This design comes from an exercise in tuning for small area, a short achievable clock period and few clock cycles per item on the open sky130 flow, not from production work.
Where RTL was checked, it was by simulation tests only, not by an equivalence proof against the original.

==> wip/juniper <==
// ina228_codec
module ina228_codec (
    input  wire        clk,
    input  wire        rst,           
    input  wire        in_valid,
    output wire        in_ready,
    input  wire [31:0] cmd,
    input  wire [39:0] wi,
    input  wire [79:0] vi,
    input  wire        xerr,
    input  wire [7:0]  xinfo,
    input  wire        ci_rst,
    input  wire        ci_rstacc,
    input  wire [7:0]  ci_convdly,
    input  wire        ci_tempcomp,
    input  wire        ci_adcrange,
    input  wire [3:0]  ci_mode,
    input  wire [2:0]  ci_vbusct,
    input  wire [2:0]  ci_vshct,
    input  wire [2:0]  ci_vtct,
    input  wire [2:0]  ci_avg,
    input  wire [14:0] ki_shunt_cal,
    input  wire [13:0] ki_tempco,
    input  wire [31:0] ki_cur_lsb,
    input  wire [31:0] ki_pwr_lsb,
    output wire        out_valid,
    output wire [39:0] wo,
    output wire [79:0] vo,
    output wire        co_rst,
    output wire        co_rstacc,
    output wire [7:0]  co_convdly,
    output wire        co_tempcomp,
    output wire        co_adcrange,
    output wire [3:0]  co_mode,
    output wire [2:0]  co_vbusct,
    output wire [2:0]  co_vshct,
    output wire [2:0]  co_vtct,
    output wire [2:0]  co_avg,
    output wire [14:0] fo,
    output wire        mo_cont,
    output wire        mo_temp,
    output wire        mo_shunt,
    output wire        mo_bus,
    output wire        mo_shutdown,
    output wire        do_valid,
    output wire [1:0]  do_rw,
    output wire [3:0]  do_nfields,
    output wire [5:0]  do_off,
    output wire [5:0]  do_width,
    output wire        do_sgn,
    output wire [3:0]  flt,
    output wire [7:0]  finfo
);
export LEC_CHECK = 0
export CAP_MARGIN = 20
export CORE_MARGIN = 2
export CORE_UTILIZATION = 40
export SLEW_MARGIN = 20
create_clock -name core_clock -period 14.0 [get_ports {clk}]
standard.sh (not shown) runs the stock make flow with config.mk's settings and CLKGATE_MAP_FILE= SYNTH_SCRIPT=/design/flow/synth_recipe.tcl, a recipe that flattens the netlist after the stock synthesis.
==> flow/flow/run.sh <==
#!/bin/bash
# The standard layout, with two changes to how it is made:
#  - timing repair aims for more setup slack than the clock period needs
#    (SETUP_SLACK_MARGIN), so that it shortens the critical paths;
#  - every port still gets a buffer from buffer_ports, but a plain buf_2
#    instead of the slower and larger cell it picks by default.
# The constraints (constraint.sdc) are not changed.
set -euo pipefail
MARGIN=$(cat flow/margin.txt)
bash standard.sh SETUP_SLACK_MARGIN="$MARGIN" \
    BUFFER_PORTS_ARGS="-buffer_cell sky130_fd_sc_hd__buf_2" finish > standard.log 2>&1
==> flow/flow/margin.txt <==
9.3
==> inputs of wip/sierra, as changes to wip/juniper <==
--- a/flow/design.v
+++ b/flow/design.v
@@ -135,36 +135,15 @@
     reg [13:0] cal_tempco;
     reg [31:0] cal_cur_lsb;
     reg [31:0] cal_pwr_lsb;
     reg        bubble;           
     assign in_ready = !bubble;
     wire accept = in_valid && !bubble;
-    reg [38:0] r1_dig;
-    reg [31:0] r1_b;
-    reg [24:0] r1_x;
-    reg [31:0] r1_cmd;
-    reg [14:0] r1_d;
-    reg [3:0]  r1_nf;
-    reg        r1_fv, r1_byp, r1_xerr, r1_post, r1_v;
-    reg [7:0]  r1_xinfo;
-    wire [5:0] r1_op = r1_cmd[31:26];
     wire [5:0] op  = cmd[31:26];
     wire [7:0] imm = cmd[7:0];
-    wire g0 = (op[5:3] == 3'b000);       
-    wire g1 = (op[5:3] == 3'b001);       
-    wire g2 = (op[5:3] == 3'b010);       
-    wire g3 = (op[5:3] == 3'b011);       
-    wire g4 = op[5];                     
-    wire [7:0] o8;                       
-    genvar gj;
-    generate
-        for (gj = 0; gj < 8; gj = gj + 1) begin : g_o8
-            assign o8[gj] = (op[2:0] == gj);
-        end
-    endgenerate
-    wire two_pass = g3 && (o8[5] || o8[6]);
+    wire two_pass = (op == OP_DECENG) || (op == OP_DECCHG);
     wire z25 = (cmd[25:0] == 26'd0);
     wire setcal = accept && (op == OP_SETCAL) && z25;
     wire clrcal = accept && (op == OP_CLRCAL) && z25;
     wire setctl = accept && (op == OP_SETCTL) && (cmd[25:1] == 25'd0);
     always @(posedge clk) begin
         if (rst) begin
@@ -221,25 +200,25 @@
     );
     wire use_cmd = (op == OP_UNPACK) || (op == OP_PACK);
     wire use_thr = (op == OP_ENCTHR) || (op == OP_DECTHR);
     wire [14:0] d_nxt = use_cmd ? {cmd[25:24], cmd[15], cmd[13:8], cmd[5:0]} :
                         use_thr ? {2'd0, 1'b0, 6'd16, 6'd0} :
                                   {rm_rw, rm_sgn, rm_width, rm_off};
-    wire byp_nxt = g0 || (g4 && op[1] && op[0]);
+    wire byp_nxt = (op == OP_UNPACK) || (op == OP_UNPACKR) || (op == OP_PACK) ||
+                   (op == OP_PACKR) || (op == OP_ENCTHR) || (op == OP_RMAP);
+    wire [39:0] f_word = (op == OP_ENCTHR) ? 40'd0 : wi;
     reg [24:0] a_nxt;
     always @(*) begin
-        a_nxt = 25'd0;
-        if (!g3)
-            a_nxt = 25'd1;
-        else begin
-            if (o8[0] || o8[3]) a_nxt = a_nxt | {{5{wi[23]}}, wi[23:4]};
-            if (o8[1])          a_nxt = a_nxt | {5'd0, wi[23:4]};
-            if (o8[2])          a_nxt = a_nxt | {{9{wi[15]}}, wi[15:0]};
-            if (o8[4] || o8[6]) a_nxt = a_nxt | {1'b0, wi[23:0]};
-            if (o8[5])          a_nxt = a_nxt | {1'b0, wi[19:0], 4'b0000};
-        end
+        case (op)
+            OP_DECVSH, OP_DECCUR: a_nxt = {{5{wi[23]}}, wi[23:4]};
+            OP_DECVBUS:           a_nxt = {5'd0, wi[23:4]};
+            OP_DECTEMP:           a_nxt = {{9{wi[15]}}, wi[15:0]};
+            OP_DECPWR, OP_DECCHG: a_nxt = {1'b0, wi[23:0]};
+            OP_DECENG:            a_nxt = {1'b0, wi[19:0], 4'b0000};
+            default:              a_nxt = 25'd1;
+        endcase
     end
     wire [24:0] a_opnd = bubble ? r1_x[24:0] : a_nxt;
     wire [26:0] a_ext  = {a_opnd[24], a_opnd, 1'b0};
     wire [38:0] a_dig;               
     genvar gi;
     generate
@@ -247,57 +226,63 @@
             wire [2:0] tri3 = a_ext[2*gi+2:2*gi];
             assign a_dig[26+gi] = tri3[2];
             assign a_dig[13+gi] = (tri3 == 3'b100) || (tri3 == 3'b011);
             assign a_dig[gi]    = tri3[1] ^ tri3[0];
         end
     endgenerate
-    wire [38:0] dig_nxt = (byp_nxt && !bubble) ? {14'd0, g4 ? 25'd0 : wi[24:0]} : a_dig;
+    wire [38:0] dig_nxt = (byp_nxt && !bubble) ? {14'd0, f_word[24:0]} : a_dig;
+    wire [5:0] r1_op = r1_cmd[31:26];
     reg [31:0] b_nxt;
     always @(*) begin
-        b_nxt = 32'd0;
         if (bubble)
-            b_nxt = (r1_op[0] ? cal_pwr_lsb : cal_cur_lsb);    
-        else begin
-            if (g0)
-                b_nxt = {vi[16:0], wi[39:25]};
-            if (g1) begin
-                if (o8[0]) b_nxt = b_nxt | {16'd0, ci_rst, ci_rstacc, ci_convdly, ci_tempcomp,
-                                            ci_adcrange, 4'b0000};
-                if (o8[1]) b_nxt = b_nxt | {16'd0, ci_mode, ci_vbusct, ci_vshct, ci_vtct, ci_avg};
-                if (o8[2] || o8[3]) b_nxt = b_nxt | {16'd0, wi[15:0]};
-                if (o8[4]) b_nxt = b_nxt | {27'd0, imm[2:0] == 3'd0, imm[3:0]};
-                if (o8[5]) b_nxt = b_nxt | {19'd0, ct_us};
-                if (o8[6]) b_nxt = b_nxt | {21'd0, avg_n};
-                if (o8[7]) b_nxt = b_nxt | (imm[0] ? 32'd10 : 32'd40);
-            end
-            if (g2) begin
-                if (o8[3] || (o8[5] && imm[2:0] == 3'd0)) b_nxt = b_nxt | {17'd0, cal_shunt_cal};
-                if (o8[4] || (o8[5] && imm[2:0] == 3'd1)) b_nxt = b_nxt | {18'd0, cal_tempco};
-                if (o8[5] && imm[2:0] == 3'd2) b_nxt = b_nxt | cal_cur_lsb;
-                if (o8[5] && imm[2:0] == 3'd3) b_nxt = b_nxt | cal_pwr_lsb;
-                if (o8[5] && imm[2])           b_nxt = b_nxt | {30'd0, ctl_strict, cal_valid};
-            end
-            if (g3) begin
-                if (o8[0])          b_nxt = b_nxt | (imm[0] ? 32'd10 : 32'd40);
-                if (o8[1] || o8[2]) b_nxt = b_nxt | 32'd25;
-                if (o8[3] || o8[6]) b_nxt = b_nxt | cal_cur_lsb;
-                if (o8[4] || o8[5]) b_nxt = b_nxt | cal_pwr_lsb;
-            end
-            if (g4) begin
-                if (o8[0] || o8[4]) b_nxt = b_nxt | {16'd0, wi[15:0]};
-                if (o8[1])          b_nxt = b_nxt | {16'd0, imm[3:0], 12'h000};
-                if (o8[2])          b_nxt = b_nxt | {16'd0, wi[15:12], 12'h000};
-                if (o8[3])          b_nxt = b_nxt | {vi[16:0], 15'd0};
+            b_nxt = (r1_op == OP_DECENG) ? cal_pwr_lsb : cal_cur_lsb;
+        else case (op)
+            OP_DECVSH:            b_nxt = imm[0] ? 32'd10 : 32'd40;
+            OP_DECVBUS, OP_DECTEMP: b_nxt = 32'd25;
+            OP_DECCUR, OP_DECCHG: b_nxt = cal_cur_lsb;
+            OP_DECPWR, OP_DECENG: b_nxt = cal_pwr_lsb;
+            OP_UNPACK, OP_UNPACKR, OP_PACK, OP_PACKR, OP_ENCTHR, OP_RMAP:
+                                  b_nxt = {vi[16:0], f_word[39:25]};
+            OP_DECTHR, OP_DECCFG, OP_DECADC, OP_DECFLG:
+                                  b_nxt = {16'd0, wi[15:0]};
+            OP_MASKALRT:          b_nxt = {16'd0, wi[15:12], 12'h000};
+            OP_ENCALRT:           b_nxt = {16'd0, imm[3:0], 12'h000};
+            OP_ENCCFG:            b_nxt = {16'd0, ci_rst, ci_rstacc, ci_convdly, ci_tempcomp,
+                                           ci_adcrange, 4'b0000};
+            OP_ENCADC:            b_nxt = {16'd0, ci_mode, ci_vbusct, ci_vshct, ci_vtct, ci_avg};
+            OP_MUXSEL:            b_nxt = {27'd0, imm[2:0] == 3'd0, imm[3:0]};
+            OP_CTSEL:             b_nxt = {19'd0, ct_us};
+            OP_AVGSEL:            b_nxt = {21'd0, avg_n};
+            OP_RNGSEL:            b_nxt = imm[0] ? 32'd10 : 32'd40;
+            OP_ENCCAL:            b_nxt = {17'd0, cal_shunt_cal};
+            OP_ENCTCO:            b_nxt = {18'd0, cal_tempco};
+            OP_RDCTX: begin
+                case (imm[2:0])
+                    3'd0:    b_nxt = {17'd0, cal_shunt_cal};
+                    3'd1:    b_nxt = {18'd0, cal_tempco};
+                    3'd2:    b_nxt = cal_cur_lsb;
+                    3'd3:    b_nxt = cal_pwr_lsb;
+                    default: b_nxt = {30'd0, ctl_strict, cal_valid};
+                endcase
             end
-        end
+            default:              b_nxt = 32'd0;
+        endcase
     end
     wire vi_hiz = (vi[79:40] == 40'd0);
     wire vi_hio = (vi[79:40] == {40{1'b1}});
-    wire [24:0] x_nxt = (g3 && o8[5]) ? {5'd0, wi[39:20]} :
-                        (g3 && o8[6]) ? {{9{wi[39]}}, wi[39:24]} :
+    wire [24:0] x_nxt = (op == OP_DECENG) ? {5'd0, wi[39:20]} :
+                        (op == OP_DECCHG) ? {{9{wi[39]}}, wi[39:24]} :
                         {vi_hio, vi_hiz, vi[39:17]};
+    reg [38:0] r1_dig;
+    reg [31:0] r1_b;
+    reg [24:0] r1_x;
+    reg [31:0] r1_cmd;
+    reg [14:0] r1_d;
+    reg [3:0]  r1_nf;
+    reg        r1_fv, r1_byp, r1_xerr, r1_post, r1_v;
+    reg [7:0]  r1_xinfo;
     always @(posedge clk) begin
         r1_dig   <= dig_nxt;
         r1_b     <= b_nxt;
         r1_x     <= x_nxt;
         r1_cmd   <= cmd;
         r1_d     <= d_nxt;
@@ -432,13 +417,13 @@
         r2_post  <= r1_post;
         r2_v     <= r1_v && !rst;
     end
     reg [79:0] r3_vo;
     reg [2:0]  r3_flt;
     reg        r3_v;
-    wire [56:0] z = ({57{r2_post}} & {r3_vo[79], r3_vo[79:24]}) | {{16{r2_byp[40]}}, r2_byp};
+    wire [56:0] z = r2_post ? {r3_vo[79], r3_vo[79:24]} : {{16{r2_byp[40]}}, r2_byp};
     wire [56:0] k_s, k_c;
     ina228_csa #(.W(57)) u_csa (.x(r2_s), .y(r2_c), .z(z), .s(k_s), .c(k_c));
     wire [56:0] y = k_s + {k_c[55:0], 1'b0};
     wire [79:0] y80  = {{23{y[56]}}, y};
     wire [79:0] c_vo = r2_post ? {y80[55:0], r3_vo[23:0]} : y80;
     always @(posedge clk) begin
==> run summary <==
Die width: 351.5 um
Crit-path max cell delay: 670 ps
Router iterations before antenna repair: 9
Most common library cells after synthesis: 479 x nand2_1, 471 x a22oi_1, 399 x fa_1, 394 x clkbuf_1, 387 x dfxtp_1
Crit path depth: 16
Met2 Routed Length: 104600 um
Gr usage total: 40.66%
Cell area after synthesis: 48300 sq um
Max Fclk: 0.2122 GHz
Hold path startpoint: r2_flt[1]
Setup Skew: 39.69 ps
Non-clock buffer count in the final layout: 787
Mux contribution to synthesized area: 6.061%
P&R area growth vs syn: 18.82%
Slew @ Worst Pin: 1149 ps
Status: finished clean
Source of the figures above: wip/sierra

==> run summary <==
Crit path depth: 18
Slew @ Worst Pin: 1218 ps
Mux contribution to synthesized area: 4.241%
Hold path startpoint: r1_post
Non-clock buffer count in the final layout: 804
Max Fclk: 0.2046 GHz
Cell area after synthesis: 48710 sq um
Status: finished clean
Router iterations before antenna repair: 10
Die width: 353.0 um
P&R area growth vs syn: 18.04%
Most common library cells after synthesis: 472 x nand2_1, 460 x a22oi_1, 399 x clkbuf_1, 399 x fa_1, 387 x dfxtp_1
Setup Skew: 33.12 ps
Source of the figures above: wip/juniper

Testbench counts of wip/juniper, summed over its fixed seeds: cycles 28,121, items 24,000.
The RTL of wip/sierra was laid out without a check of its function.

[separate check: timing with driven ports]
The flow's constraints put no driver on any port. The routed layouts listed below were extracted and timed again, unchanged, in two steps.
Step 1: set_driving_cell puts a clkbuf_16 on clk and a buf_2 on each other input, an assumption about the parent block.
Step 2 adds t to the input delays and takes it off the output delays; t is the mean of the earliest and latest rising clock arrival at the registers after step 1. Input paths then give back, and output paths get back, about the clock's delay inside the block.
Slacks: ideal ports / drivers / drivers and shift; pairs: ideal ports / drivers.
run | t, ns | setup WS [ns] | slew at the worst register clock pin (ns) | worst slew at a driven data input, ns | pins driven straight from the clock port
wip/juniper | 0.770 | 9.112 / 9.112 / 8.650 | 0.08 / 0.08 | 0.10 | 1
wip/sierra | 0.772 | 9.287 / 9.287 / 8.553 | 0.07 / 0.07 | 0.08 | 1
After both steps every run listed still meets setup and hold. The setup slack of wip/sierra, which loses most, moves by 0.000 ns with the drivers and by -0.734 ns with both steps.
